This design comes from an exercise in tuning for small area, a short achievable clock period and few clock cycles on the open sky130 flow, not from production work.
At most, simulation tests tie the RTL to the original design; equivalence was not proved.
Power figures rest on the tool's default switching activity, not on a simulated workload.

==> v3: inputs <==
## psiframe_pkt
module psiframe_pkt (
  input  wire        clk,
  input  wire        rst,             
  input  wire        cmd_valid,
  input  wire [63:0] cmd,
  output wire        cmd_ready,
  output wire        ev_valid,
  output wire [9:0]  ev,
  output wire [41:0] ev_pcr,
  input  wire        ev_ready,
  output wire        idle,
  output wire [63:0] st
);
==> flow/config.mk <==
export PLATFORM = sky130hd
export DESIGN_NAME = psiframe_pkt
export DESIGN_NICKNAME = psiframe_pkt
export VERILOG_FILES = /design/flow/design.v
export SDC_FILE = /design/flow/constraint.sdc
export NUM_CORES = 4
export LEC_CHECK = 0
export CAP_MARGIN = 20
export CORE_MARGIN = 2
export CORE_UTILIZATION = 65
export CTS_BUF_LIST = sky130_fd_sc_hd__clkbuf_8
export CTS_CLUSTER_SIZE = 20
export SETUP_SLACK_MARGIN = 5
export SLEW_MARGIN = 20
==> flow/constraint.sdc <==
create_clock -name core_clock -period 10.0 [get_ports {clk}]
set_input_delay 2.0000 -clock core_clock [delete_from_list [all_inputs] [get_ports {clk}]]
set_output_delay 2.0000 -clock core_clock [all_outputs]
set_load 0.01 [all_outputs]
run.sh (not shown) runs the stock make flow with config.mk's settings and CLKGATE_MAP_FILE= SYNTH_SCRIPT=/design/flow/synth_recipe.tcl, a recipe that flattens the netlist after the stock synthesis.
==> inputs of v21, as changes to v3 <==
--- a/flow/design.v
+++ b/flow/design.v
@@ -35,32 +35,32 @@
   reg [3:0]  rc[0:15];
   reg        crdy;
   reg        cv;
   reg        cunk;         
   reg [3:0]  cop;
   reg        crsv;         
   reg        cfe;          
-  reg [41:0] cf;           
+  reg [31:0] cf;           
   reg        J;            
   reg [2:0]  gk;
   reg [7:0]  gd;           
   reg        gpe;          
   reg        evv;
   reg [9:0]  evq;
   reg        evpep;        
   reg        idle_q;
-  reg [33:0] dq;
+  reg [32:0] dq;
   reg [6:0]  drem;
   reg [1:0]  p10;          
-  reg [4:0]  dcnt;         
+  reg [5:0]  dcnt;         
   reg        dinv;         
   assign cmd_ready = crdy;
   assign ev_valid  = evv;
   assign ev        = evq;
-  assign ev_pcr    = {drem[5:0], dq, p10};
+  assign ev_pcr    = {drem, dq, p10};
   assign idle      = idle_q;
   assign st = {32'hFFFFFFFF, 1'b0, pkleft, 15'd0, pcrv, 1'b0, fault, mode};
   wire [7:0] iop  = cmd[63:56];
   wire       iunk = (|iop[7:6]) | (|iop[4:3]) |
                     (iop[5] ? (iop[2] & iop[1]) : (|iop[2:1]));
   wire [3:0] icop = {iop[5], iop[2:0]};
   wire ia = |cmd[55:42], ib = |cmd[41:32], ic = |cmd[31:24], id = |cmd[23:17],
@@ -172,26 +172,23 @@
   wire x_open  = xg & is_open;
   wire x_byte  = xg & is_byte;
   wire x_fill  = xg & is_fill;
   wire x_add   = xg & is_add;
   wire x_drop  = xg & is_drop;
   wire x_ld    = xg & is_ld;
   wire x_close = x_fill | (x_byte & last_byte);  
-  wire [7:0] dt1  = {drem, dq[33]};
-  wire       dq1  = dt1 >= 8'd75;
-  wire [6:0] dr1  = dq1 ? dt1 - 8'd75 : dt1[6:0];
-  wire [7:0] dt0  = {dr1, dq[32]};
-  wire       dq0  = dt0 >= 8'd75;
-  wire [6:0] drem0 = dq0 ? dt0 - 8'd75 : dt0[6:0];
-  wire [7:0] ut0  = {1'b0, drem} + (dq[0] ? 8'd75 : 8'd0);
-  wire [7:0] ut1  = {1'b0, ut0[7:1]} + (dq[1] ? 8'd75 : 8'd0);
+  wire [7:0] dt   = {drem, dq[32]};
+  wire       dqb  = dt >= 8'd75;
+  wire [7:0] dts  = dt - 8'd75;
+  wire [6:0] dr   = dqb ? dts[6:0] : dt[6:0];
+  wire [7:0] ut   = {1'b0, drem} + (dq[0] ? 8'd75 : 8'd0);
   wire [32:0] base = dq[32:0];
   wire [8:0]  ext  = {drem, p10};
   wire [47:0] pcr_field = {base, 6'b111111, ext};
-  wire        ddone = dcnt == 5'd0;
+  wire        ddone = dcnt == 6'd0;
   wire        dfwd  = ddone & !dinv;                
   wire [3:0] ccf  = np0 ? ccr - 4'd1 : ccr;
   wire [7:0] aflen = 8'd183 - np;
   reg  [7:0] open_byte;
   reg        open_wait;
   always @(*) begin
     open_wait = 1'b0;
@@ -267,31 +264,37 @@
   wire [7:0] n_d  = go ? ((ofree || s_k != G_BYTE) ? {7'd0, ofree} : cf[7:0])
                        : (adv ? c_d : gd);
   wire       n_pe = go ? last_byte : gpe;
   wire [9:0] cur  = go ? s_cur : c_cur;
   wire       c_adv = !go & ofree & c_has;         
   wire n_evv   = ofree ? (go ? (s_k != G_IDLE) : c_has) : evv;
   wire n_evpep = ofree ? (!go && c_has && gk == G_PE && pkpcrv) : evpep;
-  wire n_J     = (n_k == G_IDLE) && !n_evpep;
+  wire n_J     = n_k == G_IDLE;
   wire n_cv    = crdy ? cmd_valid : (go ? x_open : (cv & !(c_adv & open_done)));
   wire n_hold  = crdy ? holds(icop) : holds(cop);
-  wire n_crdy  = !n_cv | (n_J & !n_hold);
+  wire [3:0] n_cop = crdy ? icop : cop;
+  wire n_pkpcrv = x_open ? pcrf : pkpcrv;
+  wire n_pep   = n_evpep |
+                 (n_pkpcrv & ((n_k == G_FILL) | (n_k == G_PE) | ((n_k == G_BYTE) & n_pe) |
+                              (n_cv & (mode == M_PKT) & (n_cop == C_FILL ||
+                                       (n_cop == C_BYTE && pkleft <= 8'd2)))));
+  wire n_crdy  = (!n_cv | (n_J & !n_hold)) & !n_pep;
   wire addw = x_add;                                
   wire dropw = x_drop;                              
   wire restore = do_ab & pkopen;
   wire ccw  = pos15 & (wpend | restore);
   wire [3:0] ccwv = restore ? ccr : ccr + 4'd1;
   integer j;
   always @(posedge clk) begin
     if (crdy) begin
       cunk <= iunk;
       cop  <= icop;
       crsv <= irsv;
       cfe  <= ife;
-      cf   <= cmd[41:0];
+      cf   <= cmd[31:0];
     end
     for (j = 1; j < 16; j = j + 1) begin
       rv[j] <= rv[j-1] & !rst;
       rp[j] <= rp[j-1];
       rc[j] <= rc[j-1];
     end
     rv[0] <= !rst & ((rv[15] & !dropw) | addw);
@@ -310,32 +313,32 @@
       found <= 1'b0;
     else if (searching && m_any)
       found <= 1'b1;
     gk  <= n_k;
     gd  <= n_d;
     gpe <= n_pe;
     if (ofree) evq <= cur;
-    if (x_ld) begin
-      dq   <= cf[35:2];
-      drem <= {1'b0, cf[41:36]};
-      p10  <= cf[1:0];
-      dcnt <= 5'd17;
+    if (crdy && cmd_valid && iop == 8'h22) begin
+      dq   <= cmd[34:2];                            
+      drem <= cmd[41:35];
+      p10  <= cmd[1:0];
+      dcnt <= 6'd33;
       dinv <= 1'b0;
     end else if (c_adv && gk == G_OPEN && gd[3:0] == 4'd11 && pcrf) begin
-      dcnt <= 5'd17;                                
+      dcnt <= 6'd33;                                
       dinv <= 1'b1;
     end else if (!ddone) begin
       if (dinv) begin
-        dq   <= {ut1[0], ut0[0], dq[33:2]};
-        drem <= ut1[7:1];
+        dq   <= {ut[0], dq[32:1]};
+        drem <= ut[7:1];
       end else begin
-        dq   <= {dq[31:0], dq1, dq0};
-        drem <= drem0;
+        dq   <= {dq[31:0], dqb};
+        drem <= dr;
       end
-      dcnt <= dcnt - 5'd1;
+      dcnt <= dcnt - 6'd1;
     end
     if (pos15)
       wpend <= 1'b0;                                
     if (do_ab) begin
       mode   <= M_IDLE;
       fault  <= 4'd0;
       pcrv   <= 1'b0;
@@ -375,15 +378,15 @@
       crdy   <= 1'b1;
       cv     <= 1'b0;
       J      <= 1'b1;
       gk     <= G_IDLE;
       evv    <= 1'b0;
       evpep  <= 1'b0;
       idle_q <= 1'b1;
-      dcnt   <= 5'd0;
+      dcnt   <= 6'd0;
       dinv   <= 1'b0;
       sc     <= 3'd0;
     end else begin
       crdy   <= n_crdy;
       cv     <= n_cv;
       J      <= n_J;
       evv    <= n_evv;
==> flow/flow/run.sh (new file) <==
#!/bin/bash
# Own layout flow: the standard synthesis unchanged (standard.sh synth),
# then the standard layout (standard.sh) with extra make settings:
#  - BUFFER_PORTS_ARGS: every input and output port still gets its buffer, but
#    a plain sky130_fd_sc_hd__buf_2 instead of the delay buffer picked by default;
#  - CTS_ARGS: ORFS's own clock-tree options with clkbuf_8 buffers, without the dummy loads that CTS
#    adds to even out its leaf buffers' loads.
# Each tool's full output stays in this folder: make's output in flow_*.log,
# and ORFS's per-step logs under orfs/logs/.
set -uo pipefail
MARGIN=$(cat flow/margin.txt 2>/dev/null || echo 6.5)
bash standard.sh synth > flow_synth.log 2>&1 || { tail -50 flow_synth.log; exit 1; }
bash standard.sh "SETUP_SLACK_MARGIN=$MARGIN" \
  "BUFFER_PORTS_ARGS=-buffer_cell sky130_fd_sc_hd__buf_2" \
  "CTS_ARGS=-sink_clustering_enable -repair_clock_nets -dont_use_dummy_load -buf_list sky130_fd_sc_hd__clkbuf_8" \
  finish > flow_layout.log 2>&1 || { tail -50 flow_layout.log; exit 1; }
tail -5 flow_layout.log
==> flow/flow/margin.txt (new file) <==
7.0
==> flow/standard.sh (new file) <==
#!/bin/bash
# synth_recipe.tcl (not shown) runs the flow's synth.tcl, then flattens the netlist and writes it again
# the make line also repeats each setting of config.mk as NAME=value (left out here)
make -C /OpenROAD-flow-scripts/flow DESIGN_CONFIG=/design/flow/config.mk WORK_HOME=/design/flow/orfs CLKGATE_MAP_FILE= SYNTH_SCRIPT=/design/flow/synth_recipe.tcl "${@:-finish}"
- CTS_BUF_LIST: sky130_fd_sc_hd__clkbuf_8 -> default
- CTS_CLUSTER_SIZE: 20 -> default
- SETUP_SLACK_MARGIN: 5 -> default
- TNS_END_PERCENT: default -> 0
removed: flow/run.sh
==> inputs of v6, as changes to v3 <==
--- a/flow/design.v
+++ b/flow/design.v
@@ -35,32 +35,32 @@
   reg [3:0]  rc[0:15];
   reg        crdy;
   reg        cv;
   reg        cunk;         
   reg [3:0]  cop;
   reg        crsv;         
   reg        cfe;          
-  reg [41:0] cf;           
+  reg [31:0] cf;           
   reg        J;            
   reg [2:0]  gk;
   reg [7:0]  gd;           
   reg        gpe;          
   reg        evv;
   reg [9:0]  evq;
   reg        evpep;        
   reg        idle_q;
-  reg [33:0] dq;
+  reg [32:0] dq;
   reg [6:0]  drem;
   reg [1:0]  p10;          
-  reg [4:0]  dcnt;         
+  reg [5:0]  dcnt;         
   reg        dinv;         
   assign cmd_ready = crdy;
   assign ev_valid  = evv;
   assign ev        = evq;
-  assign ev_pcr    = {drem[5:0], dq, p10};
+  assign ev_pcr    = {drem, dq, p10};
   assign idle      = idle_q;
   assign st = {32'hFFFFFFFF, 1'b0, pkleft, 15'd0, pcrv, 1'b0, fault, mode};
   wire [7:0] iop  = cmd[63:56];
   wire       iunk = (|iop[7:6]) | (|iop[4:3]) |
                     (iop[5] ? (iop[2] & iop[1]) : (|iop[2:1]));
   wire [3:0] icop = {iop[5], iop[2:0]};
   wire ia = |cmd[55:42], ib = |cmd[41:32], ic = |cmd[31:24], id = |cmd[23:17],
@@ -172,26 +172,23 @@
   wire x_open  = xg & is_open;
   wire x_byte  = xg & is_byte;
   wire x_fill  = xg & is_fill;
   wire x_add   = xg & is_add;
   wire x_drop  = xg & is_drop;
   wire x_ld    = xg & is_ld;
   wire x_close = x_fill | (x_byte & last_byte);  
-  wire [7:0] dt1  = {drem, dq[33]};
-  wire       dq1  = dt1 >= 8'd75;
-  wire [6:0] dr1  = dq1 ? dt1 - 8'd75 : dt1[6:0];
-  wire [7:0] dt0  = {dr1, dq[32]};
-  wire       dq0  = dt0 >= 8'd75;
-  wire [6:0] drem0 = dq0 ? dt0 - 8'd75 : dt0[6:0];
-  wire [7:0] ut0  = {1'b0, drem} + (dq[0] ? 8'd75 : 8'd0);
-  wire [7:0] ut1  = {1'b0, ut0[7:1]} + (dq[1] ? 8'd75 : 8'd0);
+  wire [7:0] dt   = {drem, dq[32]};
+  wire       dqb  = dt >= 8'd75;
+  wire [7:0] dts  = dt - 8'd75;
+  wire [6:0] dr   = dqb ? dts[6:0] : dt[6:0];
+  wire [7:0] ut   = {1'b0, drem} + (dq[0] ? 8'd75 : 8'd0);
   wire [32:0] base = dq[32:0];
   wire [8:0]  ext  = {drem, p10};
   wire [47:0] pcr_field = {base, 6'b111111, ext};
-  wire        ddone = dcnt == 5'd0;
+  wire        ddone = dcnt == 6'd0;
   wire        dfwd  = ddone & !dinv;                
   wire [3:0] ccf  = np0 ? ccr - 4'd1 : ccr;
   wire [7:0] aflen = 8'd183 - np;
   reg  [7:0] open_byte;
   reg        open_wait;
   always @(*) begin
     open_wait = 1'b0;
@@ -267,31 +264,37 @@
   wire [7:0] n_d  = go ? ((ofree || s_k != G_BYTE) ? {7'd0, ofree} : cf[7:0])
                        : (adv ? c_d : gd);
   wire       n_pe = go ? last_byte : gpe;
   wire [9:0] cur  = go ? s_cur : c_cur;
   wire       c_adv = !go & ofree & c_has;         
   wire n_evv   = ofree ? (go ? (s_k != G_IDLE) : c_has) : evv;
   wire n_evpep = ofree ? (!go && c_has && gk == G_PE && pkpcrv) : evpep;
-  wire n_J     = (n_k == G_IDLE) && !n_evpep;
+  wire n_J     = n_k == G_IDLE;
   wire n_cv    = crdy ? cmd_valid : (go ? x_open : (cv & !(c_adv & open_done)));
   wire n_hold  = crdy ? holds(icop) : holds(cop);
-  wire n_crdy  = !n_cv | (n_J & !n_hold);
+  wire [3:0] n_cop = crdy ? icop : cop;
+  wire n_pkpcrv = x_open ? pcrf : pkpcrv;
+  wire n_pep   = n_evpep |
+                 (n_pkpcrv & ((n_k == G_FILL) | (n_k == G_PE) | ((n_k == G_BYTE) & n_pe) |
+                              (n_cv & (mode == M_PKT) & (n_cop == C_FILL ||
+                                       (n_cop == C_BYTE && pkleft <= 8'd2)))));
+  wire n_crdy  = (!n_cv | (n_J & !n_hold)) & !n_pep;
   wire addw = x_add;                                
   wire dropw = x_drop;                              
   wire restore = do_ab & pkopen;
   wire ccw  = pos15 & (wpend | restore);
   wire [3:0] ccwv = restore ? ccr : ccr + 4'd1;
   integer j;
   always @(posedge clk) begin
     if (crdy) begin
       cunk <= iunk;
       cop  <= icop;
       crsv <= irsv;
       cfe  <= ife;
-      cf   <= cmd[41:0];
+      cf   <= cmd[31:0];
     end
     for (j = 1; j < 16; j = j + 1) begin
       rv[j] <= rv[j-1] & !rst;
       rp[j] <= rp[j-1];
       rc[j] <= rc[j-1];
     end
     rv[0] <= !rst & ((rv[15] & !dropw) | addw);
@@ -310,32 +313,32 @@
       found <= 1'b0;
     else if (searching && m_any)
       found <= 1'b1;
     gk  <= n_k;
     gd  <= n_d;
     gpe <= n_pe;
     if (ofree) evq <= cur;
-    if (x_ld) begin
-      dq   <= cf[35:2];
-      drem <= {1'b0, cf[41:36]};
-      p10  <= cf[1:0];
-      dcnt <= 5'd17;
+    if (crdy && cmd_valid && iop == 8'h22) begin
+      dq   <= cmd[34:2];                            
+      drem <= cmd[41:35];
+      p10  <= cmd[1:0];
+      dcnt <= 6'd33;
       dinv <= 1'b0;
     end else if (c_adv && gk == G_OPEN && gd[3:0] == 4'd11 && pcrf) begin
-      dcnt <= 5'd17;                                
+      dcnt <= 6'd33;                                
       dinv <= 1'b1;
     end else if (!ddone) begin
       if (dinv) begin
-        dq   <= {ut1[0], ut0[0], dq[33:2]};
-        drem <= ut1[7:1];
+        dq   <= {ut[0], dq[32:1]};
+        drem <= ut[7:1];
       end else begin
-        dq   <= {dq[31:0], dq1, dq0};
-        drem <= drem0;
+        dq   <= {dq[31:0], dqb};
+        drem <= dr;
       end
-      dcnt <= dcnt - 5'd1;
+      dcnt <= dcnt - 6'd1;
     end
     if (pos15)
       wpend <= 1'b0;                                
     if (do_ab) begin
       mode   <= M_IDLE;
       fault  <= 4'd0;
       pcrv   <= 1'b0;
@@ -375,15 +378,15 @@
       crdy   <= 1'b1;
       cv     <= 1'b0;
       J      <= 1'b1;
       gk     <= G_IDLE;
       evv    <= 1'b0;
       evpep  <= 1'b0;
       idle_q <= 1'b1;
-      dcnt   <= 5'd0;
+      dcnt   <= 6'd0;
       dinv   <= 1'b0;
       sc     <= 3'd0;
     end else begin
       crdy   <= n_crdy;
       cv     <= n_cv;
       J      <= n_J;
       evv    <= n_evv;
==> flow/flow/run.sh (new file) <==
#!/bin/bash
# Own layout flow: the standard synthesis unchanged (standard.sh synth),
# then the standard layout (standard.sh) with extra make settings:
#  - BUFFER_PORTS_ARGS: every input and output port still gets its buffer, but
#    a plain sky130_fd_sc_hd__buf_2 instead of the delay buffer picked by default;
#  - CTS_ARGS: ORFS's own clock-tree options with clkbuf_8 buffers, without the dummy loads that CTS
#    adds to even out its leaf buffers' loads.
# Each tool's full output stays in this folder: make's output in flow_*.log,
# and ORFS's per-step logs under orfs/logs/.
set -uo pipefail
MARGIN=$(cat flow/margin.txt 2>/dev/null || echo 6.5)
bash standard.sh synth > flow_synth.log 2>&1 || { tail -50 flow_synth.log; exit 1; }
bash standard.sh "SETUP_SLACK_MARGIN=$MARGIN" \
  "BUFFER_PORTS_ARGS=-buffer_cell sky130_fd_sc_hd__buf_2" \
  "CTS_ARGS=-sink_clustering_enable -repair_clock_nets -dont_use_dummy_load -buf_list sky130_fd_sc_hd__clkbuf_8" \
  finish > flow_layout.log 2>&1 || { tail -50 flow_layout.log; exit 1; }
tail -5 flow_layout.log
==> flow/flow/margin.txt (new file) <==
6.5
==> flow/standard.sh (new file) <==
#!/bin/bash
# synth_recipe.tcl (not shown) runs the flow's synth.tcl, then flattens the netlist and writes it again
# the make line also repeats each setting of config.mk as NAME=value (left out here)
make -C /OpenROAD-flow-scripts/flow DESIGN_CONFIG=/design/flow/config.mk WORK_HOME=/design/flow/orfs CLKGATE_MAP_FILE= SYNTH_SCRIPT=/design/flow/synth_recipe.tcl "${@:-finish}"
- CORE_UTILIZATION: 65 -> 55
- CTS_BUF_LIST: sky130_fd_sc_hd__clkbuf_8 -> default
- CTS_CLUSTER_SIZE: 20 -> default
- SETUP_SLACK_MARGIN: 5 -> default
removed: flow/run.sh
==> comparison <==
Between v6 and v3, the lower critical path depth is in v6 (gap 8).
v6 produced a clean layout. v21 completed without violations. v3 completed without violations.
Core utilization: v6 < v21 < v3.
In v6 the sequential cell count is lower than in v3, by 17.
Sequential share of layout area: v3 < v21 < v6.
In synthesized area, v6 and v21 do not differ.
Die area: v3 is smaller than v6 (10%).
==> figures <==
| metric | v6 | v3 | v21 |
|---|---|---|---|
| Fraction of area in registers | 0.5314 | 0.5135 | 0.5244 |
| Sequential cell area | 9458 µm² | 10020 µm² | 9462 µm² |
| GR Layer Usage met1 | 0.3594 | 0.4448 | 0.4098 |
| Clock group | 1.16 mW | 1.54 mW | 1.09 mW |
| Power share of the clock group | 0.286 | 0.307 | 0.271 |
| Fraction of synthesized area in multiplexers | 0.03933 | 0.03686 | 0.03933 |
| Worst R2R Setup Slack | 6.63 ns | 5.62 ns | 6.79 ns |
| Placeable core region | 28630 µm² | 25330 µm² | 24180 µm² |
| Final period util | 0.3429 | 0.4376 | 0.3295 |
| Run status | no timing/DRC/antenna violations | no timing/DRC/antenna violations | no timing/DRC/antenna violations |
| Total number of multi-input combinational cells | 920 | 957 | 920 |
| Post-synthesis cell count | 1454 | 1517 | 1454 |
| Non-Clock Buffer Count | 153 | 147 | 192 |
| Setup Crit Path Kind | flop to primary output | flop to flop | primary input to flop |
Testbench counts of v21, summed over its fixed seeds: cycles 233,424.
Testbench counts of v6, summed over its fixed seeds: cycles 233,424.
No functional check of the RTL was part of v3.

[re-timing with driven ports]
In the flow no input, the clock included, has a driving cell. The finished layouts below were timed again as built, in two steps.
Step 1 assumes that a clkbuf_16 drives the clock port and a buf_2 every other input.
Step 2 also shifts input and output timing later by t, the mid clock arrival at the registers, as if the neighbouring blocks saw the same clock.
a / b / c = ideal ports / drivers / drivers and shift; a / b = the first two.
| run | t (ns) | setup slack, ns | hold WS [ns] | latest minus earliest clock arrival (ns) | slew at the worst register clock pin (ns) |
|---|---|---|---|---|---|
| v3 | 0.647 | 5.624 / 5.624 / 5.407 | 0.318 / 0.318 / 0.318 | 0.030 / 0.030 | 0.07 / 0.07 |
| v21 | 0.621 | 6.705 / 6.709 / 6.095 | 0.268 / 0.268 / 0.268 | 0.098 / 0.098 | 0.07 / 0.07 |
| v6 | 0.598 | 6.571 / 6.524 / 6.013 | 0.262 / 0.262 / 0.262 | 0.097 / 0.097 | 0.06 / 0.06 |
After both steps setup and hold are still met in every run listed. The setup slack of v21, which loses most, moves by +0.004 ns with the drivers and by -0.610 ns with both steps.
